Context: an optimization exercise on an open-source flow, tuned for small area, a short achievable clock period and few clock cycles. The choices shown serve that exercise and are no tape-out recipe. Only simulation tests tie the RTL to the original design; equivalence was not proved. Power figures rest on the tool's default switching activity, not on a simulated workload.

==> flow/design.v, too long to show whole: its modules and the start of the top module <==
// module gdfwm_fmul: 113 lines
// module gdfwm_mul24: 1989 lines
// module gdfwm_fadd: 154 lines
// module gdfwm_chain: 328 lines
module gdfwm_chain (
    input  wire        clk,
    input  wire        rst,
    input  wire        cfg_we,
    input  wire [5:0]  cfg_addr,
    input  wire [31:0] cfg_wdata,
    input  wire        in_valid,
    output wire        in_ready,
    input  wire        in_ch,
    input  wire [31:0] in_data,
    output reg         out_valid,
    input  wire        out_ready,
    output reg         out_ch,
    output reg  [31:0] out_data
);
  // ...
==> flow/run.sh <==
#!/bin/bash
# synth_recipe.tcl (not shown) runs the flow's synth.tcl, then flattens the netlist and writes it again
# the make line also repeats each setting of config.mk as NAME=value (left out here)
make -C /OpenROAD-flow-scripts/flow DESIGN_CONFIG=/design/flow/config.mk WORK_HOME=/design/flow/orfs CLKGATE_MAP_FILE= SYNTH_SCRIPT=/design/flow/synth_recipe.tcl finish
==> flow/config.mk <==
export PLATFORM = sky130hd
export DESIGN_NAME = gdfwm_chain
export DESIGN_NICKNAME = gdfwm_chain
export VERILOG_FILES = /design/flow/design.v
export SDC_FILE = /design/flow/constraint.sdc
export NUM_CORES = 8
export LEC_CHECK = 0
export ABC_AREA = 1
export CAP_MARGIN = 30
export CORE_MARGIN = 2
export CORE_UTILIZATION = 45
export PLACE_DENSITY = 0.65
export SLEW_MARGIN = 30
==> flow/constraint.sdc <==
create_clock -name core_clock -period 25.0 [get_ports {clk}]
set_input_delay 5.0000 -clock core_clock [delete_from_list [all_inputs] [get_ports {clk}]]
set_output_delay 5.0000 -clock core_clock [all_outputs]
set_load 0.01 [all_outputs]
==> run summary, run 1 <==
result of the run finished clean; clock sink total 5718; post-cts sizing count 0; met3 usage 0.0946; top power consumer group combinational logic; area of the core 0.739 mm^2; most frequent cells after synthesis 7085 x sky130_fd_sc_hd__nand2_1, 4059 x sky130_fd_sc_hd__inv_1, 3111 x sky130_fd_sc_hd__nand3_1; main combinational cell family by area after synthesis simple AND/OR/NAND/NOR gates; Hold Violations, Final 0; FFs & Latches 5718; number of distinct library cells after synthesis 102; switching share of total power 0.446; number of levels the H-tree was split into 6; insertion delay to the later sink of the worst-skew pair 1.19 ns; number of filler instances in the final layout 69000; Biggest Area Class multi-input gates; endpoint of the worst register-to-register path u_mc2.s0_q[27]$_DFF_P_; cell type of the slowest stage on the worst timing path sky130_fd_sc_hd__clkdlybuf4s50_1; top flip-flop cell by instance count after synthesis sky130_fd_sc_hd__edfxtp_1; M1 GR Usage 0.451; register with the most flip-flops coef; WS Path Type flip-flop to primary output; CTS Hold Bufs 0; registers with the highest flip-flop counts coef: 1440 flops, z0: 576 flops, z1: 576 flops; Syn-to-layout area delta 10.5%; P_seq 12.5 mW; routed vias 286000; ANT nets after route 0; top cell type's share of synthesized area 0.272; Seq/Total Area, Yosys 0.434; share of synthesized area spent on multiplexers 0.000976; Reg2Reg Setup Slack 18.26 ns; destination of the critical timing path out_valid; met2 WL post-DR 542000 um; per-instance average area after synthesis 8.69 um^2; drt initial violations 38500; number of global-route vias before repair 271000; post-synthesis cell type with the largest combined area sky130_fd_sc_hd__edfxtp_1
Testbench counts, summed over its fixed seeds: cycles 23,205.
==> run 2, diff against run 1 <==
--- a/flow/config.mk
+++ b/flow/config.mk
@@ -10,4 +10,4 @@
 export CORE_MARGIN = 2
-export CORE_UTILIZATION = 45
-export PLACE_DENSITY = 0.65
+export CORE_UTILIZATION = 30
+export PLACE_DENSITY = 0.5
 export SLEW_MARGIN = 30
==> run summary, run 2 <==
result of the run finished clean (unchanged); flip-flop count of the largest register after layout 1440 (unchanged); adder and majority gate portion of the synthesized area 0.119 (unchanged); unrepaired setup endpoints after global routing false (unchanged); cell count after synthesis 38300 (unchanged); largest net degree at the start of global routing 166 (was 131); I/O pin cnt 111 (unchanged); WS Path Type flip-flop to primary output (unchanged); final number of max-transition violations 0 (unchanged); number of filler instances in the final layout 115000 (was 69000); Min-Delay Path Class flip-flop to flip-flop (unchanged); TritonCTS clock tree built (unchanged); CTS Hold Bufs 0 (unchanged); initial core utilization 0.301 (was 0.451); average vias per placed instance 5.30 (was 5.93); most frequent cells after synthesis 7085 x sky130_fd_sc_hd__nand2_1, 4059 x sky130_fd_sc_hd__inv_1, 3111 x sky130_fd_sc_hd__nand3_1 (unchanged); crit-path cells clkdlybuf4s50_1 (unchanged); count of port buffers added during placement 110 (unchanged); die span in x 1060 um (was 865 um); met2 WL post-DR 609000 um (was 542000 um); per-instance average area after synthesis 8.69 um^2 (unchanged); Bufs on Longest Clock Path 5 (was 4); top cell type's share of synthesized area 0.272 (unchanged); Final Setup Violations 0 (unchanged); post-synthesis simple-gate area fraction 0.189 (unchanged); worst path arrival time 2.00 ns (was 2.28 ns); Max IR drop VDD 121 uV (was 204 uV); post-cts sizing count 0 (unchanged); number of global-route vias before repair 273000 (was 271000); proportion of layout cells with a drive suffix above 1 0.0705 (was 0.0674); xor/xnor cell area share of the yosys netlist 0.0572 (unchanged); Buffers & Inverters on Critical Path 1 (unchanged); crit path launch type flip-flop (unchanged); overall routing resource usage 0.240 (was 0.330); number of max-capacitance violations reported 0 (unchanged); hold_sp tch[13]$_DFF_P_ (was dd[4][9]$_DFF_P_); drt pass-1 iters 6 (was 10); Peak Freq 143 MHz (was 137 MHz); Highest Signal Layer met5 (unchanged); EDFF count, synth 3020 (unchanged); Required @ worst endpoint 20.00 ns (about the same); Endpoint, Worst Hold tch[14]$_DFF_P_ (was dd[5][9]$_DFF_P_); compound-cell area share of the yosys netlist 0.126 (unchanged); most common cell after layout, fill and taps aside sky130_fd_sc_hd__nand2_1 (unchanged); number of warnings issued by yosys 63 (unchanged); total wire length after detailed routing 1400000 um (was 1290000 um); most common cell in the netlist sky130_fd_sc_hd__nand2_1 (unchanged); Die ar. 1.12 mm^2 (was 0.747 mm^2); endpoint of the worst register-to-register path u_mc1.s0_q[34]$_DFF_P_ (was u_mc2.s0_q[27]$_DFF_P_); clock sink total 5718 (unchanged); number of buffers created by CTS 647 (was 607); Routability Congestion 0.959 (was 1.01); power density over the cells 105 mW/mm^2 (about the same); main combinational cell family by area after synthesis simple AND/OR/NAND/NOR gates (unchanged); share of synthesized area spent on multiplexers 0.000976 (unchanged); Rows 387 (was 316); detailed placement HPWL 1010000 um (was 919000 um); number of buffers inserted to repair setup after CTS 0 (unchanged); combined flip-flop and latch cell area 0.145 mm^2 (about the same); drt initial violations 31000 (was 38500); largest stage delay on the critical path 0.54 ns (was 0.72 ns); Slew Limit Headroom 0.214 (was 0.207); maximum fanout encountered on the critical timing path 2 (was 3); depth of the worst register-to-register path 20 (was 19); DP Worst Slack 17.00 ns (was 17.14 ns); transition time of the tightest slew-check pin 1.17 ns (was 1.18 ns); insertion delay to the later sink of the worst-skew pair 1.10 ns (was 1.19 ns); ANT nets after route 0 (unchanged); Syn-to-layout area delta 12.8% (was 10.5%); start point of the critical path rdy$_SDFFE_PP1P_ (was out_valid$_SDFFE_PP0N_); number of remaining DRC errors 0 (unchanged); number of distinct library cells after synthesis 102 (unchanged); post-CTS clock slew at the launch and capture registers of the worst setup and hold paths 0.06 ns (was 0.07 ns); post-route fraction of the period consumed by the critical path 0.280 (was 0.291); CP top delay family buffers and inverters (unchanged); Die Y-Extent 1060 um (was 865 um); number of antenna violations at the first check in global routing 166 (was 150); cell depth of the worst min-delay path 0 (unchanged); area of combinational cells with multiple inputs 0.166 mm^2 (about the same); DP Area 0.353 mm^2 (was 0.347 mm^2); endpoint type of the worst setup path primary output (unchanged); met3 layer wire length in the routed design 115000 um (was 158000 um); top flip-flop cell by instance count after synthesis sky130_fd_sc_hd__edfxtp_1 (unchanged); clock root buffer sky130_fd_sc_hd__clkbuf_16 (unchanged); register with the most flip-flops coef (unchanged); post-synthesis cell type with the largest combined area sky130_fd_sc_hd__edfxtp_1 (unchanged); first-pass GRT wire length 1980000 um (was 1840000 um); synthesized flop and latch total 5718 (unchanged); routed vias 284000 (was 286000); Util after Layout 0.339 (was 0.498); area of the core 1.11 mm^2 (was 0.739 mm^2); total standard cell area after synthesis 0.333 mm^2 (unchanged); leakage dissipation 155 nW (was 154 nW); total congestion overflow 0 (unchanged); accumulated negative setup slack 0 ns (unchanged); Seq/Total Area, Yosys 0.434 (unchanged); Min Clock Period, post-route 7.00 ns (was 7.28 ns); Hold Violations, Final 0 (unchanged); Area contributors post-synth sky130_fd_sc_hd__edfxtp_1 27%, sky130_fd_sc_hd__dfxtp_1 16%, sky130_fd_sc_hd__fa_1 8.0% (unchanged); Clock Skews 0.105 ns (was 0.109 ns); average wire per cell in the routed design 26.2 um (was 26.7 um); launching point of the worst reg2reg path tp[6]$_DFF_P_ (unchanged); final net count 40400 (was 40200); proportion of register bits with asynchronous set or reset after synthesis 0 (unchanged); cell type of the slowest stage on the worst timing path sky130_fd_sc_hd__clkdlybuf4s50_1 (unchanged); met1 WL 607000 um (was 517000 um); Reg2Reg Setup Slack 18.29 ns (was 18.26 ns); Final Worst Setup Slack 18.00 ns (was 17.72 ns); commonest non-fill, non-tap cells in the layout 7074 x sky130_fd_sc_hd__nand2_1, 4024 x sky130_fd_sc_hd__inv_1, 3110 x sky130_fd_sc_hd__nand3_1 (was 7074 x sky130_fd_sc_hd__nand2_1, 4028 x sky130_fd_sc_hd__inv_1, 3110 x sky130_fd_sc_hd__nand3_1); registers with the highest flip-flop counts coef: 1440 flops, z0: 576 flops, z1: 576 flops (unchanged); number of levels the H-tree was split into 6 (unchanged); post-route cell area 0.376 mm^2 (was 0.368 mm^2)
[run 2: cell counts after synthesis]
No cell type changed its count.
[run 2: how the worst max path moves through the flow]
| stage | to | depth (start not counted) |
|---|---|---|
| finish | in_ready | 1 |
| global route | fn[4]$_SDFF_PP0_ | 14 |
| CTS | out_valid | 1 |
| detailed placement | fq[5][14]$_DFFE_PP_ | 7 |
| global placement | fn[4]$_SDFF_PP0_ | 14 |
| floorplan | fq[8][0]$_DFFE_PP_ | 6 |
[run 2: cells by family (layout without fill, tap and decap cells)]
kind of cell | count (synthesis) | in the layout
AO/OA/AOI/OAI | 7089 | 7089
XOR/XNOR | 2173 | 2173
adder cells (fa/ha/maj) | 2378 | 2378
buffers and inverters | 6225 | 6318
flip-flops | 5718 | 5718
multiplexers | 32 | 32
other | 1 | 356
AND/OR/NAND/NOR | 14700 | 14700
[run 2: layout make-up]
class,instances,share of cell area
Timing Repair Buffer,931,0.0217
Antenna cell,348,0.00232
Multi-Input combinational cell,26400,0.442
Clock buffer,834,0.0472
Clock inverter,334,0.00977
Sequential cell,5718,0.385
Tap cell,14800,0.0492
Inverter,4219,0.0423
[run 2: per-stage QoR]
step	hold WS [ns]	std cells	total power [mW]
2_1_floorplan	0.310	38300	23.2
3_3_place_gp	0.310	52000	29.6
3_5_place_dp	0.312	52000	29.7
4_1_cts	0.246	53200	39.5
5_1_grt	0.255	53500	41.8
6_report	0.266	53600	39.6
[run 2: power by group]
part,switching [mW],internal [mW],total (mW)
clock,4.08,5.64,9.72
sequential,1.05,11.4,12.5
combinational,12.7,4.74,17.4
[run 2: metal layers]
metal,track usage,vias to the layer above
met3,0.0482,2407
li1,-,129000
met2,0.365,12300
met1,0.329,140000
met4,0.106,52
met5,0.000382,-
==> module gdfwm_chain, before the edit <==
module gdfwm_chain (
    input  wire        clk,
    input  wire        rst,
    input  wire        cfg_we,
    input  wire [5:0]  cfg_addr,
    input  wire [31:0] cfg_wdata,
    input  wire        in_valid,
    output wire        in_ready,
    input  wire        in_ch,
    input  wire [31:0] in_data,
    output reg         out_valid,
    input  wire        out_ready,
    output reg         out_ch,
    output reg  [31:0] out_data
);
    localparam [31:0] F_ONE   = 32'h3F800000;
    localparam [31:0] F_MZERO = 32'h80000000;
    localparam integer CMAX = 10;      
    localparam integer T = 14;        
    reg        cw_q, cw_qq;
    reg [5:0]  ca_q;
    reg [31:0] cd_q;
    always @(posedge clk) begin
        cw_q  <= cfg_we && !rst;
        cw_qq <= cw_q && !rst;
        ca_q  <= cfg_addr;
        cd_q  <= cfg_wdata;
    end
    reg [31:0] coef [0:44];       
    reg        cdef [0:44];       
    reg [1:0]  qlo, qhi;
    reg [31:0] preg, bias, amt, postg, mix;
    reg [31:0] u, om;             
    reg        cfg_pend;          
    integer k;
    always @(posedge clk) begin
        if (cw_q && ca_q < 6'd45)
            coef[ca_q] <= cd_q;
        for (k = 0; k < 45; k = k + 1)
            if (rst) cdef[k] <= 1'b1;
            else if (cw_q && ca_q == k) cdef[k] <= 1'b0;
    end
    wire        iss_cfg;
    wire        upd_uom;
    wire [31:0] p1, z1n;
    always @(posedge clk) begin
        if (rst) begin
            qlo <= 2'd0; qhi <= 2'd0;
            preg <= F_ONE; bias <= 32'b0; amt <= 32'b0;
            postg <= F_ONE; mix <= F_ONE;
            u <= F_ONE; om <= 32'b0;
            cfg_pend <= 1'b0;
        end else begin
            if (cw_q) begin
                case (ca_q)
                    6'd45: begin qlo <= cd_q[1:0]; qhi <= cd_q[3:2]; end
                    6'd46: preg  <= cd_q;
                    6'd47: bias  <= cd_q;
                    6'd48: amt   <= cd_q;
                    6'd49: postg <= cd_q;
                    6'd50: mix   <= cd_q;
                    default: ;
                endcase
            end
            if (cw_q && (ca_q == 6'd48 || ca_q == 6'd50))
                cfg_pend <= 1'b1;
            else if (iss_cfg)
                cfg_pend <= 1'b0;
            if (upd_uom) begin
                u  <= p1;
                om <= z1n;
            end
        end
    end
    function [31:0] cread(input [3:0] s, input integer kk);
        integer m;
        reg [31:0] v;
        reg        dflt;
        begin
            v = 32'b0;
            dflt = 1'b0;
            for (m = 0; m < 9; m = m + 1)
                if (s == m) begin
                    v = coef[5 * m + kk];
                    dflt = cdef[5 * m + kk];
                end
            cread = dflt ? ((kk == 0) ? F_ONE : 32'b0) : v;
        end
    endfunction
    reg [4:0] S_m1;               
    reg [4:0] O;                  
    always @(posedge clk) begin
        case ({1'b0, qlo} + {1'b0, qhi})
            3'd0: begin S_m1 <= 5'd11; O <= 5'd6;  end
            3'd1: begin S_m1 <= 5'd11; O <= 5'd6;  end
            3'd2: begin S_m1 <= 5'd11; O <= 5'd6;  end
            3'd3: begin S_m1 <= 5'd14; O <= 5'd4;  end
            3'd4: begin S_m1 <= 5'd15; O <= 5'd8;  end
            3'd5: begin S_m1 <= 5'd17; O <= 5'd9;  end
            default: begin S_m1 <= 5'd19; O <= 5'd10; end
        endcase
    end
    reg [31:0] z0 [0:17];         
    reg [31:0] z1 [0:17];
    reg        z0v [0:17];        
    reg        z1v [0:17];
    wire       clr = cw_q && (ca_q == 6'd51);
    reg        buf_full, rdy;
    reg        buf_ch;
    reg [31:0] buf_d;
    assign in_ready = rdy;
    wire       iss_start;
    always @(posedge clk) begin
        if (!buf_full) begin
            buf_ch <= in_ch;
            buf_d  <= in_data;
        end
        if (rst) begin
            buf_full <= 1'b0;
            rdy      <= 1'b1;
        end else if (!buf_full) begin
            buf_full <= in_valid;
            rdy      <= !in_valid;
        end else if (iss_start) begin
            buf_full <= 1'b0;
            rdy      <= 1'b1;
        end
    end
    reg        tv [1:T];          
    reg        tc [1:T];
    reg        tp [1:T];          
    reg        tj [1:T];          
    reg        tch[1:T];          
    reg [3:0]  ts [1:T];
    reg        tr [9:T];          
    function [3:0] nxt(input [3:0] s, input [1:0] lo);
        begin
            if (s < 4'd4) nxt = (s < {2'b0, lo}) ? s + 4'd1 : 4'd4;
            else          nxt = s + 4'd1;
        end
    endfunction
    function lastsec(input [3:0] s, input [1:0] hi);
        lastsec = (s >= 4'd5) && ((s - 4'd5) >= {2'b0, hi});
    endfunction
    reg [4:0]  r;                 
    reg [3:0]  act;               
    reg [4:0]  cnt;               
    reg        pend_v;            
    reg        fl_busy;           
    wire       idle     = (act == 4'd0);
    reg [31:0] ybuf;              
    wire       cont     = tv[7] && !tp[7];
    wire       slot_ok  = idle || (r == (buf_ch ? O : 5'd0));
    assign iss_start = !cont && buf_full && !cfg_pend && !cw_q && !cw_qq &&
                       (cnt < CMAX) && slot_ok;
    assign iss_cfg   = !cont && cfg_pend && idle;
    reg        post_job;          
    integer    pj;
    always @* begin
        post_job = 1'b0;
        for (pj = 3; pj <= 8; pj = pj + 1) post_job = post_job | (tv[pj] & tp[pj] & tj[pj]);
    end
    wire       iss_fl   = !cont && !iss_start && !iss_cfg && idle && !fl_busy &&
                          !(tv[1] && tp[1]) && !(tv[2] && tp[2]) && (pend_v || post_job);
    wire       c_post   = cont && lastsec(ts[7], qhi);
    wire        i_v    = cont || iss_start;
    wire        i_post = c_post || iss_fl;
    wire        i_ch   = cont ? tch[7] : buf_ch;
    wire [3:0]  i_sec  = cont ? nxt(ts[7], qlo) : 4'd0;
    wire [31:0] i_x    = cont ? ybuf : buf_d;
    wire        res_push;         
    wire        pop = out_valid && out_ready;
    always @(posedge clk) begin
        if (rst) begin
            r <= 5'd0;
            act <= 4'd0;
            cnt <= 5'd0;
            fl_busy <= 1'b0;
        end else begin
            if (iss_start && idle)
                r <= ((buf_ch ? O : 5'd0) == S_m1) ? 5'd0 : (buf_ch ? O : 5'd0) + 5'd1;
            else
                r <= (r == S_m1) ? 5'd0 : r + 5'd1;
            act <= act + {3'b0, iss_start} - {3'b0, c_post};
            cnt <= cnt + {4'b0, iss_start} - {4'b0, pop};
            if (iss_fl)                             fl_busy <= 1'b1;
            else if (tv[8] && tp[8] && !tj[8])      fl_busy <= 1'b0;
        end
    end
    reg [31:0] pend_v8, pend_d;
    reg        pend_ch;
    wire [31:0] mc1_y, mc2_y, mc3_y, mc4_y;
    integer j;
    always @(posedge clk) begin
        if (rst) begin
            for (j = 1; j <= T; j = j + 1) begin tv[j] <= 1'b0; tc[j] <= 1'b0; end
            pend_v <= 1'b0;
        end else begin
            tv[1] <= i_v || iss_fl;
            tc[1] <= iss_cfg;
            for (j = 2; j <= T; j = j + 1) begin tv[j] <= tv[j-1]; tc[j] <= tc[j-1]; end
            if (tv[8] && tp[8]) pend_v <= tj[8];
        end
        tp[1] <= i_post; tj[1] <= cont; tch[1] <= i_ch; ts[1] <= i_sec;
        for (j = 2; j <= T; j = j + 1) begin tp[j] <= tp[j-1]; tj[j] <= tj[j-1]; ts[j] <= ts[j-1]; end
        for (j = 2; j <= 8; j = j + 1) tch[j] <= tch[j-1];
        tch[9] <= (tv[8] && tp[8]) ? pend_ch : tch[8];
        tr[9]  <= tv[8] && tp[8] && pend_v;
        for (j = 10; j <= T; j = j + 1) begin tch[j] <= tch[j-1]; tr[j] <= tr[j-1]; end
        if (tv[8] && tp[8]) begin
            pend_v8 <= mc1_y;
            pend_d  <= mc2_y;
            pend_ch <= tch[8];
        end
    end
    reg [31:0] xd [1:6];
    reg [31:0] dd [1:7];
    always @(posedge clk) begin
        xd[1] <= i_x;
        dd[1] <= cont ? dd[7] : buf_d;
        for (j = 2; j <= 6; j = j + 1) xd[j] <= xd[j-1];
        for (j = 2; j <= 7; j = j + 1) dd[j] <= dd[j-1];
    end
    reg  [31:0] b0_pre;
    wire        n_cont = tv[6] && !tp[6];
    always @(posedge clk)
        b0_pre <= (n_cont && lastsec(ts[6], qhi)) ? preg :
                  cread(n_cont ? nxt(ts[6], qlo) : 4'd0, 0);
    wire [31:0] ma_y;
    gdfwm_fmul u_ma (.clk(clk), .a(i_x), .b(b0_pre), .y(ma_y));
    reg  [31:0] m0;
    always @(posedge clk) m0 <= ma_y;                       
    wire [31:0] ae_o;
    wire [4:0]  zi2  = (tch[2] ? 5'd9 : 5'd0) + {1'b0, ts[2]};
    wire [4:0]  ziT  = (tch[T] ? 5'd9 : 5'd0) + {1'b0, ts[T]};
    wire        wr0  = tv[T] && !tp[T];
    reg  [31:0] zr0;
    always @(posedge clk)
        zr0 <= tp[2] ? bias :
               (wr0 && ziT == zi2) ? ae_o :
               z0v[zi2] ? z0[zi2] : 32'b0;
    wire [31:0] ab_y, ab_c;
    gdfwm_fadd u_ab (.clk(clk), .a(m0), .b(zr0), .y(ab_y), .u(u), .yc(ab_c));
    reg [31:0] yv;
    always @(posedge clk) begin
        yv   <= tp[5] ? ab_c : ab_y;                        
        ybuf <= yv;                                         
    end
    reg [31:0] c1, c2, c3, c4;
    always @(posedge clk) begin
        c1 <= tp[5] ? postg : cread(ts[5], 1);
        c2 <= tp[5] ? om    : cread(ts[5], 2);
        c3 <= tp[5] ? mix : cread(ts[5], 3);
        c4 <= cread(ts[5], 4);
    end
    gdfwm_fmul u_mc1 (.clk(clk), .a(tp[6] ? yv : xd[6]),    .b(c1), .y(mc1_y));
    gdfwm_fmul u_mc2 (.clk(clk), .a(tp[6] ? dd[6] : xd[6]), .b(c2), .y(mc2_y));
    gdfwm_fmul u_mc3 (.clk(clk), .a(tp[6] ? pend_v8 : yv), .b(c3), .y(mc3_y));
    gdfwm_fmul u_mc4 (.clk(clk), .a(yv), .b(c4), .y(mc4_y));
    reg [31:0] ad1a, ad1b, ad2a, ad2b;
    always @(posedge clk) begin
        ad1a <= tc[8] ? F_ONE : tp[8] ? pend_d : mc1_y;
        ad1b <= tc[8] ? {~amt[31], amt[30:0]} : tp[8] ? F_MZERO : {~mc3_y[31], mc3_y[30:0]};
        ad2a <= tc[8] ? F_ONE : tp[8] ? mc3_y : mc2_y;
        ad2b <= tc[8] ? {~mix[31], mix[30:0]} : tp[8] ? F_MZERO : {~mc4_y[31], mc4_y[30:0]};
    end
    wire [31:0] ad1_o, ad2_o;
    gdfwm_fadd u_ad1 (.clk(clk), .a(ad1a), .b(ad1b), .y(ad1_o), .u(32'b0), .yc());
    gdfwm_fadd u_ad2 (.clk(clk), .a(ad2a), .b(ad2b), .y(ad2_o), .u(32'b0), .yc());
    reg [31:0] p1_q, z1n_q;
    always @(posedge clk) begin                             
        p1_q  <= ad1_o;
        z1n_q <= ad2_o;
    end
    assign p1  = p1_q;
    assign z1n = z1n_q;
    assign upd_uom = tc[12];
    wire [4:0]  zi11 = (tch[11] ? 5'd9 : 5'd0) + {1'b0, ts[11]};
    wire [4:0]  zi12 = (tch[12] ? 5'd9 : 5'd0) + {1'b0, ts[12]};
    reg  [31:0] zr1;
    always @(posedge clk)
        zr1 <= z1v[zi11] ? z1[zi11] : 32'b0;
    gdfwm_fadd u_ae (.clk(clk), .a(p1_q), .b(tp[12] ? z1n_q : zr1), .y(ae_o), .u(32'b0), .yc());
    wire wr1 = tv[12] && !tp[12];
    always @(posedge clk) begin
        for (j = 0; j < 18; j = j + 1) begin
            if (rst || clr) begin
                z0v[j] <= 1'b0;
                z1v[j] <= 1'b0;
            end else begin
                if (wr1 && zi12 == j) z1v[j] <= 1'b1;
                if (wr0 && ziT == j)  z0v[j] <= 1'b1;
            end
        end
        if (wr1) z1[zi12] <= z1n_q;
        if (wr0) z0[ziT]  <= ae_o;
    end
    assign res_push = tv[T] && tp[T] && tr[T];
    reg [32:0] fq [0:CMAX-2];
    reg [3:0]  fwp, frp;
    reg [4:0]  fn;
    wire       f_empty = (fn == 5'd0);
    wire       take = !out_valid || pop;    
    always @(posedge clk) begin
        if (rst) begin
            out_valid <= 1'b0;
            fwp <= 4'd0; frp <= 4'd0; fn <= 5'd0;
        end else begin
            if (res_push && !(take && f_empty)) begin
                fq[fwp] <= {tch[T], ae_o};
                fwp <= (fwp == CMAX - 2) ? 4'd0 : fwp + 4'd1;
            end
            if (take) begin
                if (!f_empty) begin
                    {out_ch, out_data} <= fq[frp];
                    out_valid <= 1'b1;
                    frp <= (frp == CMAX - 2) ? 4'd0 : frp + 4'd1;
                end else if (res_push) begin
                    {out_ch, out_data} <= {tch[T], ae_o};
                    out_valid <= 1'b1;
                end else begin
                    out_valid <= 1'b0;
                end
            end
            fn <= fn + {4'b0, res_push && !(take && f_empty)} - {4'b0, take && !f_empty};
        end
    end
endmodule
==> run 3, diff against run 2 <==
--- a/flow/design.v
+++ b/flow/design.v
@@ -2406,3 +2406,3 @@
     wire       idle     = (act == 4'd0);
-    reg [31:0] ybuf;              
+    reg [31:0] xin;               
     wire       cont     = tv[7] && !tp[7];
@@ -2416,6 +2416,7 @@
         post_job = 1'b0;
-        for (pj = 3; pj <= 8; pj = pj + 1) post_job = post_job | (tv[pj] & tp[pj] & tj[pj]);
+        for (pj = 4; pj <= 8; pj = pj + 1) post_job = post_job | (tv[pj] & tp[pj] & tj[pj]);
     end
     wire       iss_fl   = !cont && !iss_start && !iss_cfg && idle && !fl_busy &&
-                          !(tv[1] && tp[1]) && !(tv[2] && tp[2]) && (pend_v || post_job);
+                          !(tv[1] && tp[1]) && !(tv[2] && tp[2]) && !(tv[3] && tp[3]) &&
+                          (pend_v || post_job);
     wire       c_post   = cont && lastsec(ts[7], qhi);
@@ -2425,3 +2426,3 @@
     wire [3:0]  i_sec  = cont ? nxt(ts[7], qlo) : 4'd0;
-    wire [31:0] i_x    = cont ? ybuf : buf_d;
+    wire [31:0] i_x    = xin;
     wire        res_push;         
@@ -2440,3 +2441,3 @@
             act <= act + {3'b0, iss_start} - {3'b0, c_post};
-            cnt <= cnt + {4'b0, iss_start} - {4'b0, pop};
+            cnt <= pop ? cnt + {4'b0, iss_start} - 5'd1 : cnt + {4'b0, iss_start};
             if (iss_fl)                             fl_busy <= 1'b1;
@@ -2471,3 +2472,3 @@
     end
-    reg [31:0] xd [1:6];
+    reg [31:0] xd [1:5];
     reg [31:0] dd [1:7];
@@ -2476,3 +2477,3 @@
         dd[1] <= cont ? dd[7] : buf_d;
-        for (j = 2; j <= 6; j = j + 1) xd[j] <= xd[j-1];
+        for (j = 2; j <= 5; j = j + 1) xd[j] <= xd[j-1];
         for (j = 2; j <= 7; j = j + 1) dd[j] <= dd[j-1];
@@ -2499,6 +2500,9 @@
     gdfwm_fadd u_ab (.clk(clk), .a(m0), .b(zr0), .y(ab_y), .u(u), .yc(ab_c));
-    reg [31:0] yv;
+    reg [31:0] yv, m1a, m2a, m3a;
     always @(posedge clk) begin
-        yv   <= tp[5] ? ab_c : ab_y;                        
-        ybuf <= yv;                                         
+        yv   <= ab_y;                                       
+        xin  <= (tv[6] && !tp[6]) ? yv : buf_full ? buf_d : in_data;
+        m1a  <= tp[5] ? ab_c : xd[5];
+        m2a  <= tp[5] ? dd[5] : xd[5];
+        m3a  <= tp[5] ? pend_v8 : ab_y;
     end
@@ -2511,5 +2515,5 @@
     end
-    gdfwm_fmul u_mc1 (.clk(clk), .a(tp[6] ? yv : xd[6]),    .b(c1), .y(mc1_y));
-    gdfwm_fmul u_mc2 (.clk(clk), .a(tp[6] ? dd[6] : xd[6]), .b(c2), .y(mc2_y));
-    gdfwm_fmul u_mc3 (.clk(clk), .a(tp[6] ? pend_v8 : yv), .b(c3), .y(mc3_y));
+    gdfwm_fmul u_mc1 (.clk(clk), .a(m1a), .b(c1), .y(mc1_y));
+    gdfwm_fmul u_mc2 (.clk(clk), .a(m2a), .b(c2), .y(mc2_y));
+    gdfwm_fmul u_mc3 (.clk(clk), .a(m3a), .b(c3), .y(mc3_y));
     gdfwm_fmul u_mc4 (.clk(clk), .a(yv), .b(c4), .y(mc4_y));
@@ -2580,3 +2584,8 @@
             end
-            fn <= fn + {4'b0, res_push && !(take && f_empty)} - {4'b0, take && !f_empty};
+            if (f_empty)
+                fn <= {4'b0, res_push && !take};
+            else if (take)
+                fn <= fn + {4'b0, res_push} - 5'd1;
+            else
+                fn <= fn + {4'b0, res_push};
         end
--- a/flow/config.mk
+++ b/flow/config.mk
@@ -10,4 +10,4 @@
 export CORE_MARGIN = 2
-export CORE_UTILIZATION = 30
-export PLACE_DENSITY = 0.5
+export CORE_UTILIZATION = 45
+export PLACE_DENSITY = 0.65
 export SLEW_MARGIN = 30
==> run summary, run 3 <==
endpoint of the worst register-to-register path m1a[29]$_DFF_P_ (was u_mc1.s0_q[34]$_DFF_P_); destination of the critical timing path out_valid (was in_ready); power density over the cells 107 mW/mm^2 (was 105 mW/mm^2); proportion of register bits with asynchronous set or reset after synthesis 0 (unchanged); result of the run finished clean (unchanged); Hold Violations, Final 0 (unchanged); post-route fraction of the period consumed by the critical path 0.282 (was 0.280); post-cts sizing count 0 (unchanged); number of warnings issued by yosys 63 (unchanged); die span in x 864 um (was 1060 um); Final Setup Violations 0 (unchanged); main combinational cell family by area after synthesis simple AND/OR/NAND/NOR gates (unchanged); Required @ worst endpoint 20.00 ns (about the same); xor/xnor cell area share of the yosys netlist 0.0577 (was 0.0572); Clock Skews 0.109 ns (was 0.105 ns); average wire per cell in the routed design 26.0 um (was 26.2 um); largest stage delay on the critical path 0.55 ns (was 0.54 ns); commonest non-fill, non-tap cells in the layout 7180 x sky130_fd_sc_hd__nand2_1, 3920 x sky130_fd_sc_hd__inv_1, 3000 x sky130_fd_sc_hd__nand3_1 (was 7074 x sky130_fd_sc_hd__nand2_1, 4024 x sky130_fd_sc_hd__inv_1, 3110 x sky130_fd_sc_hd__nand3_1); final number of max-transition violations 0 (unchanged); post-synthesis cell type with the largest combined area sky130_fd_sc_hd__edfxtp_1 (unchanged); adder and majority gate portion of the synthesized area 0.119 (about the same); Buffers & Inverters on Critical Path 1 (unchanged); Die Y-Extent 864 um (was 1060 um); I/O pin cnt 111 (unchanged); post-synthesis simple-gate area fraction 0.187 (was 0.189); TritonCTS clock tree built (unchanged); top flip-flop cell by instance count after synthesis sky130_fd_sc_hd__edfxtp_1 (unchanged); crit path launch type flip-flop (unchanged); endpoint type of the worst setup path primary output (unchanged); Min Clock Period, post-route 7.06 ns (was 7.00 ns); Reg2Reg Setup Slack 18.61 ns (was 18.29 ns); final net count 40100 (was 40400); post-CTS clock slew at the launch and capture registers of the worst setup and hold paths 0.06 ns (about the same); Syn-to-layout area delta 10.1% (was 12.8%); ANT nets after route 0 (unchanged); depth of the worst register-to-register path 25 (was 20); registers with the highest flip-flop counts coef: 1440 flops, z0: 576 flops, z1: 576 flops (unchanged); drt initial violations 34400 (was 31000); proportion of layout cells with a drive suffix above 1 0.0621 (was 0.0705); first-pass GRT wire length 1800000 um (was 1980000 um); WS Path Type flip-flop to primary output (unchanged); initial core utilization 0.452 (was 0.301); transition time of the tightest slew-check pin 1.17 ns (about the same); number of antenna violations at the first check in global routing 95 (was 166); clock sink total 5782 (was 5718); cell type of the slowest stage on the worst timing path sky130_fd_sc_hd__clkdlybuf4s50_1 (unchanged); Die ar. 0.746 mm^2 (was 1.12 mm^2); Peak Freq 142 MHz (was 143 MHz); crit-path cells clkdlybuf4s50_1 (unchanged); launching point of the worst reg2reg path u_ab.lsh_q[0]$_DFF_P_ (was tp[6]$_DFF_P_); total wire length after detailed routing 1250000 um (was 1400000 um); count of port buffers added during placement 110 (unchanged); cell depth of the worst min-delay path 0 (unchanged); Max IR drop VDD 109 uV (was 121 uV); total standard cell area after synthesis 0.333 mm^2 (about the same); Rows 315 (was 387); hold_sp xd[4][31]$_DFF_P_ (was tch[13]$_DFF_P_); detailed placement HPWL 888000 um (was 1010000 um); leakage dissipation 153 nW (was 155 nW); maximum fanout encountered on the critical timing path 4 (was 2); DP Area 0.345 mm^2 (was 0.353 mm^2); CTS Hold Bufs 0 (unchanged); largest net degree at the start of global routing 187 (was 166); most frequent cells after synthesis 7197 x sky130_fd_sc_hd__nand2_1, 3948 x sky130_fd_sc_hd__inv_1, 3041 x sky130_fd_sc_hd__nor2_1 (was 7085 x sky130_fd_sc_hd__nand2_1, 4059 x sky130_fd_sc_hd__inv_1, 3111 x sky130_fd_sc_hd__nand3_1); CP top delay family buffers and inverters (unchanged); most common cell after layout, fill and taps aside sky130_fd_sc_hd__nand2_1 (unchanged); worst path arrival time 2.06 ns (was 2.00 ns); total congestion overflow 0 (unchanged); unrepaired setup endpoints after global routing false (unchanged); insertion delay to the later sink of the worst-skew pair 1.16 ns (was 1.10 ns); number of distinct library cells after synthesis 97 (was 102); Routability Congestion 0.987 (was 0.959); compound-cell area share of the yosys netlist 0.125 (was 0.126); accumulated negative setup slack 0 ns (unchanged); per-instance average area after synthesis 8.70 um^2 (was 8.69 um^2); number of remaining DRC errors 0 (unchanged); post-route cell area 0.366 mm^2 (was 0.376 mm^2); most common cell in the netlist sky130_fd_sc_hd__nand2_1 (unchanged); start point of the critical path out_valid$_SDFFE_PP0N_ (was rdy$_SDFFE_PP1P_); number of stages on the worst setup path 1 (unchanged); number of global-route vias before repair 269000 (was 273000); EDFF count, synth 2988 (was 3020); overall routing resource usage 0.320 (was 0.240); average vias per placed instance 5.88 (was 5.30); number of buffers inserted to repair setup after CTS 0 (unchanged); Min-Delay Path Class flip-flop to flip-flop (unchanged); number of buffers created by CTS 615 (was 647); register with the most flip-flops coef (unchanged); drt pass-1 iters 9 (was 6); routed vias 283000 (was 284000); share of synthesized area spent on multiplexers 0.00202 (was 0.000976); Seq/Total Area, Yosys 0.438 (was 0.434); area of the core 0.736 mm^2 (was 1.11 mm^2); number of max-capacitance violations reported 0 (unchanged); clock root buffer sky130_fd_sc_hd__clkbuf_16 (unchanged); synthesized flop and latch total 5782 (was 5718); Area contributors post-synth sky130_fd_sc_hd__edfxtp_1 27%, sky130_fd_sc_hd__dfxtp_1 17%, sky130_fd_sc_hd__nand2_1 8.1% (was sky130_fd_sc_hd__edfxtp_1 27%, sky130_fd_sc_hd__dfxtp_1 16%, sky130_fd_sc_hd__fa_1 8.0%); Slew Limit Headroom 0.214 (about the same); cell count after synthesis 38200 (was 38300); number of levels the H-tree was split into 6 (unchanged); top cell type's share of synthesized area 0.270 (was 0.272); Bufs on Longest Clock Path 4 (was 5); flip-flop count of the largest register after layout 1440 (unchanged)
run 3: cell count changes in the layout (fill, tap and decap cells not counted), sizes merged, moves of 50 or more:
cell | previous run | this run
dfxtp | 2698 | 2794
a21oi | 1408 | 1292
clkinv | 268 | 318
inv | 4201 | 4043
diode | 348 | 53
buf | 822 | 729
o22ai | 1735 | 1790
nand2 | 7160 | 7253
nor2 | 3152 | 3093
o21ai | 2398 | 2531
a221oi | 163 | 218
nand3 | 3148 | 3021
run 3: area by class of cell:
cell class | count | area (um^2)
multi-input cells | 26300 | 164000
inverters | 4130 | 15600
clock buffers | 824 | 17000
well taps | 9827 | 12300
fillers | 69100 | 370000
repair buffers | 838 | 7150
flip-flops and latches | 5782 | 146000
clock inverters | 312 | 3960
diodes | 53 | 133
run 3: how the worst min path moves through the flow:
stage	end	slack, ns
after CTS	ts[14][0]$_DFF_P_	0.29
after global routing	ts[14][0]$_DFF_P_	0.30
final	xd[5][31]$_DFF_P_	0.29
after detailed placement	dd[2][3]$_DFF_P_	0.31
after floorplan	dd[2][0]$_DFF_P_	0.31
after global placement	dd[5][9]$_DFF_P_	0.31
run 3: cells by family after synthesis:
| group | Yosys count |
|---|---|
| flops | 5782 |
| compound gates | 7054 |
| fa+ha+maj | 2368 |
| mux | 67 |
| other cells | 1 |
| simple gates | 14600 |
| xor+xnor | 2190 |
| buf+inv | 6160 |
run 3: power breakdown:
group          switching [mW]  internal (mW)
logic                    12.4           4.69
registers                1.10           11.6
clock network            4.05           5.39
run 3: per-layer routing:
metal | up-vias | track usage | routed length [um]
met5 | - | 0 | 334
met4 | 50 | 0.162 | 75200
met3 | 3191 | 0.0658 | 128000
met2 | 15400 | 0.493 | 549000
met1 | 136000 | 0.430 | 499000
li1 | 128000 | - | -
run 3: metrics by stage:
step / total power, mW / util / setup slack, ns / hold slack [ns] / cells
finish: 39.2 / 0.498 / 17.94 / 0.286 / 48100
global placement: 29.3 / 0.468 / 16.88 / 0.310 / 46800
detailed placement: 29.4 / 0.468 / 17.07 / 0.312 / 46900
CTS: 38.8 / 0.497 / 17.86 / 0.293 / 48000
floorplan: 23.5 / - / 16.32 / 0.310 / 38200
global route: 41.3 / 0.497 / 17.87 / 0.302 / 48000
Testbench counts of run 3, summed over its fixed seeds: cycles 23,229.
==> run 4, diff against run 3 <==
==> flow/flow/run.sh (new file) <==
#!/bin/bash
set -euo pipefail
export BUFFER_PORTS_ARGS="-buffer_cell sky130_fd_sc_hd__buf_4"
bash standard.sh > standard.log 2>&1
==> flow/standard.sh (new file) <==
#!/bin/bash
# synth_recipe.tcl (not shown) runs the flow's synth.tcl, then flattens the netlist and writes it again
# the make line also repeats each setting of config.mk as NAME=value (left out here)
make -C /OpenROAD-flow-scripts/flow DESIGN_CONFIG=/design/flow/config.mk WORK_HOME=/design/flow/orfs CLKGATE_MAP_FILE= SYNTH_SCRIPT=/design/flow/synth_recipe.tcl "${@:-finish}"
removed: flow/run.sh
==> run summary, run 4 <==
CTS Hold Bufs 0 (unchanged); drt initial violations 38200 (was 34400); clock root buffer sky130_fd_sc_hd__clkbuf_16 (unchanged); area of the core 0.736 mm^2 (unchanged); number of max-capacitance violations reported 0 (unchanged); number of distinct library cells after synthesis 97 (unchanged); first-pass GRT wire length 1860000 um (was 1800000 um); Rows 315 (unchanged); drt pass-1 iters 9 (unchanged); most frequent cells after synthesis 7197 x sky130_fd_sc_hd__nand2_1, 3948 x sky130_fd_sc_hd__inv_1, 3041 x sky130_fd_sc_hd__nor2_1 (unchanged); Post-Route Hold Slack 0.307 ns (was 0.286 ns); flip-flop count of the largest register after layout 1440 (unchanged); top cell type's share of synthesized area 0.270 (unchanged); Min Clock Period, post-route 6.71 ns (was 7.06 ns); count of port buffers added during placement 110 (unchanged); depth of the worst register-to-register path 29 (was 25); number of remaining DRC errors 0 (unchanged); final net count 40100 (about the same); total wire length after detailed routing 1300000 um (was 1250000 um); largest net degree at the start of global routing 139 (was 187); die span in x 864 um (unchanged); average wire per cell in the routed design 27.0 um (was 26.0 um); Slew Limit Headroom 0.226 (was 0.214); WS Path Type flip-flop to primary output (unchanged); Die ar. 0.746 mm^2 (unchanged); cell count after synthesis 38200 (unchanged); Inst Count DP 46900 (about the same); accumulated negative setup slack 0 ns (unchanged); number of warnings issued by yosys 63 (unchanged); post-CTS clock slew at the launch and capture registers of the worst setup and hold paths 0.06 ns (about the same); post-route cell area 0.366 mm^2 (about the same); total power draw 39.4 mW (was 39.2 mW); endpoint of the worst register-to-register path m1a[19]$_DFF_P_ (was m1a[29]$_DFF_P_); Reg2Reg Setup Slack 18.42 ns (was 18.61 ns); DP Worst Slack 17.41 ns (was 17.07 ns); most common cell in the netlist sky130_fd_sc_hd__nand2_1 (unchanged); cell type of the slowest stage on the worst timing path sky130_fd_sc_hd__dfxtp_1 (was sky130_fd_sc_hd__clkdlybuf4s50_1); insertion delay to the later sink of the worst-skew pair 1.16 ns (about the same); Final Non-Filler Cells 48100 (about the same); Area contributors post-synth sky130_fd_sc_hd__edfxtp_1 27%, sky130_fd_sc_hd__dfxtp_1 17%, sky130_fd_sc_hd__nand2_1 8.1% (unchanged); leakage dissipation 153 nW (about the same); number of buffers created by CTS 615 (unchanged); top flip-flop cell by instance count after synthesis sky130_fd_sc_hd__edfxtp_1 (unchanged); number of filler instances in the final layout 69300 (was 69100); Max IR drop VDD 138 uV (was 109 uV); initial core utilization 0.452 (unchanged); routed vias 286000 (was 283000); maximum fanout encountered on the critical timing path 2 (was 4); unrepaired setup endpoints after global routing false (unchanged); number of levels the H-tree was split into 6 (unchanged); total standard cell area after synthesis 0.333 mm^2 (unchanged); met1 WL 529000 um (was 499000 um); Seq/Total Area, Yosys 0.438 (unchanged); Hold Violations, Final 0 (unchanged); registers with the highest flip-flop counts coef: 1440 flops, z0: 576 flops, z1: 576 flops (unchanged); area of combinational cells with multiple inputs 0.164 mm^2 (about the same); DP Area 0.345 mm^2 (about the same); post-route fraction of the period consumed by the critical path 0.268 (was 0.282); destination of the critical timing path in_ready (was out_valid); proportion of register bits with asynchronous set or reset after synthesis 0 (unchanged); result of the run finished clean (unchanged); number of stages on the worst setup path 1 (unchanged); number of global-route vias before repair 269000 (about the same); Final Worst Setup Slack 18.29 ns (was 17.94 ns); Die Y-Extent 864 um (unchanged); largest stage delay on the critical path 0.43 ns (was 0.55 ns); number of buffers inserted to repair setup after CTS 0 (unchanged); most common cell after layout, fill and taps aside sky130_fd_sc_hd__nand2_1 (unchanged); detailed placement HPWL 931000 um (was 888000 um); average vias per placed instance 5.95 (was 5.88); post-synthesis cell type with the largest combined area sky130_fd_sc_hd__edfxtp_1 (unchanged); power density over the cells 108 mW/mm^2 (was 107 mW/mm^2); Highest Signal Layer met5 (unchanged); worst path arrival time 1.71 ns (was 2.06 ns); total congestion overflow 0 (unchanged); synthesized flop and latch total 5782 (unchanged); launching point of the worst reg2reg path u_ab.lsh_q[0]$_DFF_P_ (unchanged); endpoint type of the worst setup path primary output (unchanged); Final Setup Violations 0 (unchanged); met2 WL post-DR 540000 um (was 549000 um); Buffers & Inverters on Critical Path 1 (unchanged); Syn-to-layout area delta 10.2% (was 10.1%); number of antenna violations at the first check in global routing 140 (was 95); I/O pin cnt 111 (unchanged); combined flip-flop and latch cell area 0.146 mm^2 (about the same); final number of max-transition violations 0 (unchanged); crit path launch type flip-flop (unchanged); Util after Layout 0.498 (about the same); proportion of layout cells with a drive suffix above 1 0.0667 (was 0.0621); Peak Freq 149 MHz (was 142 MHz); CP top delay family flip-flops (was buffers and inverters); Clock Skews 0.0797 ns (was 0.109 ns); EDFF count, synth 2988 (unchanged); TritonCTS clock tree built (unchanged); register with the most flip-flops coef (unchanged); transition time of the tightest slew-check pin 1.15 ns (was 1.17 ns); Routability Congestion 1.03 (was 0.987); overall routing resource usage 0.333 (was 0.320); crit-path cells buf_4 (was clkdlybuf4s50_1); met3 layer wire length in the routed design 150000 um (was 128000 um); Bufs on Longest Clock Path 4 (unchanged); start point of the critical path rdy$_SDFFE_PP1P_ (was out_valid$_SDFFE_PP0N_); Required @ worst endpoint 20.00 ns (about the same); per-instance average area after synthesis 8.70 um^2 (unchanged); commonest non-fill, non-tap cells in the layout 7177 x sky130_fd_sc_hd__nand2_1, 3917 x sky130_fd_sc_hd__inv_1, 3000 x sky130_fd_sc_hd__nand3_1 (was 7180 x sky130_fd_sc_hd__nand2_1, 3920 x sky130_fd_sc_hd__inv_1, 3000 x sky130_fd_sc_hd__nand3_1); clock sink total 5782 (unchanged); post-cts sizing count 0 (unchanged); Min-Delay Path Class flip-flop to flip-flop (unchanged); ANT nets after route 0 (unchanged)
[run 4: cell counts after synthesis]
Identical to the previous run, type by type.
[run 4: logic make-up (layout without fill, tap and decap cells)]
group	after synthesis	count (layout)	synth area share
muxes	67	67	0.00202
other	1	97	0.0000113
xor gates and xnor gates	2190	2190	0.0577
adders and majority gates	2368	2368	0.119
buffers and inverters	6160	6124	0.0712
AOI/OAI and AO/OA	7054	7054	0.125
DFF	5782	5782	0.438
and+or+nand+nor	14600	14600	0.187
[run 4: metal layers]
metal,GRT usage,vias to the layer above
li1,-,128000
met1,0.463,138000
met2,0.485,16500
met3,0.0826,3044
met4,0.165,42
met5,0.00152,-
[run 4: worst min path at each step]
stage	from	end	depth (start not counted)
6_report	dd[2][8]$_DFF_P_	dd[3][8]$_DFF_P_	0
3_5_place_dp	dd[6][22]$_DFF_P_	dd[7][22]$_DFF_P_	0
3_3_place_gp	dd[3][29]$_DFF_P_	dd[4][29]$_DFF_P_	0
2_1_floorplan	dd[1][0]$_DFF_P_	dd[2][0]$_DFF_P_	0
5_1_grt	dd[2][8]$_DFF_P_	dd[3][8]$_DFF_P_	0
4_1_cts	xd[3][9]$_DFF_P_	xd[4][9]$_DFF_P_	0
[run 4: layout make-up]
class | count | area share
Multi-Input combinational cell | 26300 | 0.449
Inverter | 4130 | 0.0424
Sequential cell | 5782 | 0.398
Antenna cell | 89 | 0.000608
Clock buffer | 799 | 0.0469
Timing Repair Buffer | 868 | 0.0188
Tap cell | 9827 | 0.0336
Clock inverter | 327 | 0.0111
[run 4: power by group]
| group | total (mW) | switching (mW) | internal (mW) |
|---|---|---|---|
| clock network | 9.62 | 4.09 | 5.53 |
| registers | 12.8 | 1.27 | 11.6 |
| logic | 17.0 | 12.3 | 4.72 |
| total | 39.4 | 17.6 | 21.8 |
==> run 5, diff against run 4 <==
--- a/flow/config.mk
+++ b/flow/config.mk
@@ -11,2 +11,4 @@
 export CORE_UTILIZATION = 45
+export CTS_CLUSTER_DIAMETER = 100
+export CTS_CLUSTER_SIZE = 30
 export PLACE_DENSITY = 0.65
==> run summary, run 5 <==
cell type of the slowest stage on the worst timing path sky130_fd_sc_hd__edfxtp_1 (was sky130_fd_sc_hd__dfxtp_1); Required @ worst endpoint 20.00 ns (about the same); Clock Skews 0.0922 ns (was 0.0797 ns); post-CTS clock slew at the launch and capture registers of the worst setup and hold paths 0.11 ns (was 0.06 ns); most frequent cells after synthesis 7197 x sky130_fd_sc_hd__nand2_1, 3948 x sky130_fd_sc_hd__inv_1, 3041 x sky130_fd_sc_hd__nor2_1 (unchanged); combined flip-flop and latch cell area 0.146 mm^2 (unchanged); per-instance average area after synthesis 8.70 um^2 (unchanged); total standard cell area after synthesis 0.333 mm^2 (unchanged); Die ar. 0.746 mm^2 (unchanged); Post-Route Hold Slack 0.297 ns (was 0.307 ns); Min Clock Period, post-route 6.66 ns (was 6.71 ns); accumulated negative setup slack 0 ns (unchanged); number of stages on the worst setup path 1 (unchanged); crit path launch type flip-flop (unchanged); Reg2Reg Setup Slack 18.44 ns (was 18.42 ns); Min-Delay Path Class flip-flop to flip-flop (unchanged); DP Worst Slack 17.41 ns (unchanged); endpoint of the worst register-to-register path m1a[18]$_DFF_P_ (was m1a[19]$_DFF_P_); Hold Violations, Final 0 (unchanged); number of filler instances in the final layout 70400 (was 69300); synthesized flop and latch total 5782 (unchanged); Routability Congestion 1.03 (unchanged); EDFF count, synth 2988 (unchanged); post-synthesis cell type with the largest combined area sky130_fd_sc_hd__edfxtp_1 (unchanged); WS Path Type flip-flop to primary output (unchanged); final net count 39800 (was 40100); number of buffers inserted to repair setup after CTS 0 (unchanged); number of global-route vias before repair 265000 (was 269000); start point of the critical path out_data[28]$_DFFE_PP_ (was rdy$_SDFFE_PP1P_); depth of the worst register-to-register path 26 (was 29); final number of max-transition violations 0 (unchanged); total congestion overflow 0 (unchanged); post-route fraction of the period consumed by the critical path 0.267 (was 0.268); post-route cell area 0.354 mm^2 (was 0.366 mm^2); drt pass-1 iters 9 (unchanged); Buffers & Inverters on Critical Path 1 (unchanged); Bufs on Longest Clock Path 4 (unchanged); clock root buffer sky130_fd_sc_hd__clkbuf_16 (unchanged); worst path arrival time 1.66 ns (was 1.71 ns); Seq/Total Area, Yosys 0.438 (unchanged); Rows 315 (unchanged); CP top delay family flip-flops (unchanged); overall routing resource usage 0.331 (was 0.333); launching point of the worst reg2reg path u_ab.lsh_q[0]$_DFF_P_ (unchanged); TritonCTS clock tree built (unchanged); unrepaired setup endpoints after global routing false (unchanged); number of levels the H-tree was split into 5 (was 6); power density over the cells 100 mW/mm^2 (was 108 mW/mm^2); I/O pin cnt 111 (unchanged); maximum fanout encountered on the critical timing path 1 (was 2); cell count after synthesis 38200 (unchanged); average wire per cell in the routed design 27.1 um (was 27.0 um); endpoint type of the worst setup path primary output (unchanged); registers with the highest flip-flop counts coef: 1440 flops, z0: 576 flops, z1: 576 flops (unchanged); top cell type's share of synthesized area 0.270 (unchanged); count of port buffers added during placement 110 (unchanged); detailed placement HPWL 931000 um (unchanged); crit-path cells buf_4 (unchanged); CTS Hold Bufs 0 (unchanged); first-pass GRT wire length 1840000 um (was 1860000 um); Final Worst Setup Slack 18.34 ns (was 18.29 ns); Peak Freq 150 MHz (was 149 MHz); insertion delay to the later sink of the worst-skew pair 1.12 ns (was 1.16 ns); Syn-to-layout area delta 6.57% (was 10.2%); average vias per placed instance 5.98 (was 5.95); ANT nets after route 0 (unchanged); clock sink total 5782 (unchanged); most common cell in the netlist sky130_fd_sc_hd__nand2_1 (unchanged); register with the most flip-flops coef (unchanged); largest net degree at the start of global routing 139 (unchanged); flip-flop count of the largest register after layout 1440 (unchanged); cell depth of the worst min-delay path 0 (unchanged); post-cts sizing count 0 (unchanged); most common cell after layout, fill and taps aside sky130_fd_sc_hd__nand2_1 (unchanged); proportion of register bits with asynchronous set or reset after synthesis 0 (unchanged); largest stage delay on the critical path 0.44 ns (was 0.43 ns); die span in x 864 um (unchanged); number of warnings issued by yosys 63 (unchanged); leakage dissipation 148 nW (was 153 nW); area of combinational cells with multiple inputs 0.164 mm^2 (about the same); area of the core 0.736 mm^2 (unchanged); number of antenna violations at the first check in global routing 148 (was 140); destination of the critical timing path out_data[28] (was in_ready); routed vias 284000 (was 286000); Final Setup Violations 0 (unchanged); Area contributors post-synth sky130_fd_sc_hd__edfxtp_1 27%, sky130_fd_sc_hd__dfxtp_1 17%, sky130_fd_sc_hd__nand2_1 8.1% (unchanged); initial core utilization 0.452 (unchanged); commonest non-fill, non-tap cells in the layout 7177 x sky130_fd_sc_hd__nand2_1, 3916 x sky130_fd_sc_hd__inv_1, 3000 x sky130_fd_sc_hd__nand3_1 (was 7177 x sky130_fd_sc_hd__nand2_1, 3917 x sky130_fd_sc_hd__inv_1, 3000 x sky130_fd_sc_hd__nand3_1); number of max-capacitance violations reported 0 (unchanged); result of the run finished clean (unchanged); transition time of the tightest slew-check pin 1.23 ns (was 1.15 ns); Slew Limit Headroom 0.169 (was 0.226); number of remaining DRC errors 0 (unchanged); Max IR drop VDD 135 uV (was 138 uV); number of distinct library cells after synthesis 97 (unchanged); total power draw 35.5 mW (was 39.4 mW); top flip-flop cell by instance count after synthesis sky130_fd_sc_hd__edfxtp_1 (unchanged); DP Area 0.345 mm^2 (unchanged); Die Y-Extent 864 um (unchanged); total wire length after detailed routing 1290000 um (was 1300000 um); drt initial violations 39200 (was 38200); proportion of layout cells with a drive suffix above 1 0.0522 (was 0.0667); number of buffers created by CTS 275 (was 615)
## run 5: worst min path at each step
| stage | from | to | slack (ns) |
|---|---|---|---|
| floorplan | dd[1][0]$_DFF_P_ | dd[2][0]$_DFF_P_ | 0.31 |
| global placement | dd[3][29]$_DFF_P_ | dd[4][29]$_DFF_P_ | 0.31 |
| detailed placement | dd[6][22]$_DFF_P_ | dd[7][22]$_DFF_P_ | 0.31 |
| CTS | dd[4][4]$_DFF_P_ | dd[5][4]$_DFF_P_ | 0.30 |
| global route | dd[4][4]$_DFF_P_ | dd[5][4]$_DFF_P_ | 0.29 |
| finish | dd[4][15]$_DFF_P_ | dd[5][15]$_DFF_P_ | 0.30 |
## run 5: final cells by class
| type | instances | area share |
|---|---|---|
| repair buffers | 869 | 0.0195 |
| inverters | 4130 | 0.0439 |
| diodes | 76 | 0.000536 |
| multi-input cells | 26300 | 0.464 |
| clock inverters | 111 | 0.00550 |
| clock buffers | 372 | 0.0207 |
| flip-flops and latches | 5782 | 0.411 |
| well taps | 9827 | 0.0347 |
## run 5: cells by family after synthesis
family	synth area share
xor gates and xnor gates	0.0577
AOI/OAI and AO/OA	0.125
other	0.0000113
DFF	0.438
and+or+nand+nor	0.187
muxes	0.00202
adders and majority gates	0.119
buffers and inverters	0.0712
## run 5: routing by layer
layer  share of wire  GRT usage  up-vias  wire, um
met1            0.41      0.464   138000    529000
met3            0.11     0.0758     2796    145000
met4           0.059      0.161       46     76500
li1                -          -   127000         -
met5         0.00024          0        -       310
met2            0.42      0.481    16200    536000
## run 5: worst register-to-register path: stages, from the launching register on
cell and delay (ns):
sky130_fd_sc_hd__dfxtp_2 0.71, sky130_fd_sc_hd__clkinv_2 0.56, sky130_fd_sc_hd__ha_1 0.43, sky130_fd_sc_hd__inv_1 0.09, sky130_fd_sc_hd__fa_1 0.40, sky130_fd_sc_hd__o21ai_0 0.29
sky130_fd_sc_hd__nand2_1 0.22, sky130_fd_sc_hd__inv_1 0.19, sky130_fd_sc_hd__ha_1 0.16, sky130_fd_sc_hd__nand3_1 0.18, sky130_fd_sc_hd__nor2_2 0.24, sky130_fd_sc_hd__nand3_1 0.19
sky130_fd_sc_hd__nand2_1 0.19, sky130_fd_sc_hd__inv_1 0.08, sky130_fd_sc_hd__ha_1 0.29, sky130_fd_sc_hd__nand2_1 0.08, sky130_fd_sc_hd__nor3_1 0.41, sky130_fd_sc_hd__nand3_1 0.13
sky130_fd_sc_hd__nor2_1 0.11, sky130_fd_sc_hd__nor2_1 0.05, sky130_fd_sc_hd__nand2_1 0.09, sky130_fd_sc_hd__nand3_1 0.09, sky130_fd_sc_hd__nand2_2 0.53, sky130_fd_sc_hd__inv_2 0.40
sky130_fd_sc_hd__o21ai_0 0.20, sky130_fd_sc_hd__nand3_1 0.12, sky130_fd_sc_hd__nand2_1 0.07
## run 5: per-stage QoR
step / instances / utilization
finish: 47500 / 0.481
global route: 47400 / 0.481
detailed placement: 46900 / 0.468
floorplan: 38200 / -
global placement: 46900 / 0.468
CTS: 47400 / 0.481
## run 5: report_power, final
part	internal, mW	switching [mW]	leakage (nW)	total [mW]
logic	4.72	12.3	93.2	17.0
clock network	2.26	3.41	4.40	5.67
registers	11.5	1.27	49.9	12.8

[afterwards: timing with drivers on the ports]
How much do the figures lean on ideal ports? The routed layouts below were timed once more, with nothing changed but the port constraints. Step 1 (the two cells are an assumption about what drives the block):
set clk [get_ports {clk}]
set_driving_cell -lib_cell sky130_fd_sc_hd__clkbuf_16 $clk
set_driving_cell -lib_cell sky130_fd_sc_hd__buf_2 [delete_from_list [all_inputs] $clk]
Step 2 moves the port delays by t, midway between the first and last clock arrival at a register: inputs arrive t later, outputs are due t later. That takes back most of the time a late clock gives input paths. Three values: no drivers, after step 1, after step 2; two values: the first two.
| run | t, ns | setup WS [ns] | worst setup path after step 2 | latest minus earliest clock arrival (ns) | worst data-port slew with drivers (ns) |
|---|---|---|---|---|---|
| run 1 | 1.272 | 17.725 / 17.588 / 17.124 | input to register | 0.115 / 0.114 | 0.20 |
| run 2 | 1.204 | 18.003 / 17.851 / 17.015 | input to register | 0.123 / 0.123 | 0.07 |
| run 3 | 1.251 | 17.943 / 17.794 / 17.108 | input to register | 0.130 / 0.130 | 0.04 |
| run 4 | 1.268 | 18.289 / 18.150 / 17.379 | input to register | 0.091 / 0.092 | 0.13 |
| run 5 | 1.211 | 18.337 / 18.197 / 17.415 | input to register | 0.127 / 0.127 | 0.14 |
After both steps setup and hold are still met in every run listed. The setup slack of run 2, which loses most, moves by -0.152 ns with the drivers and by -0.988 ns with both steps.
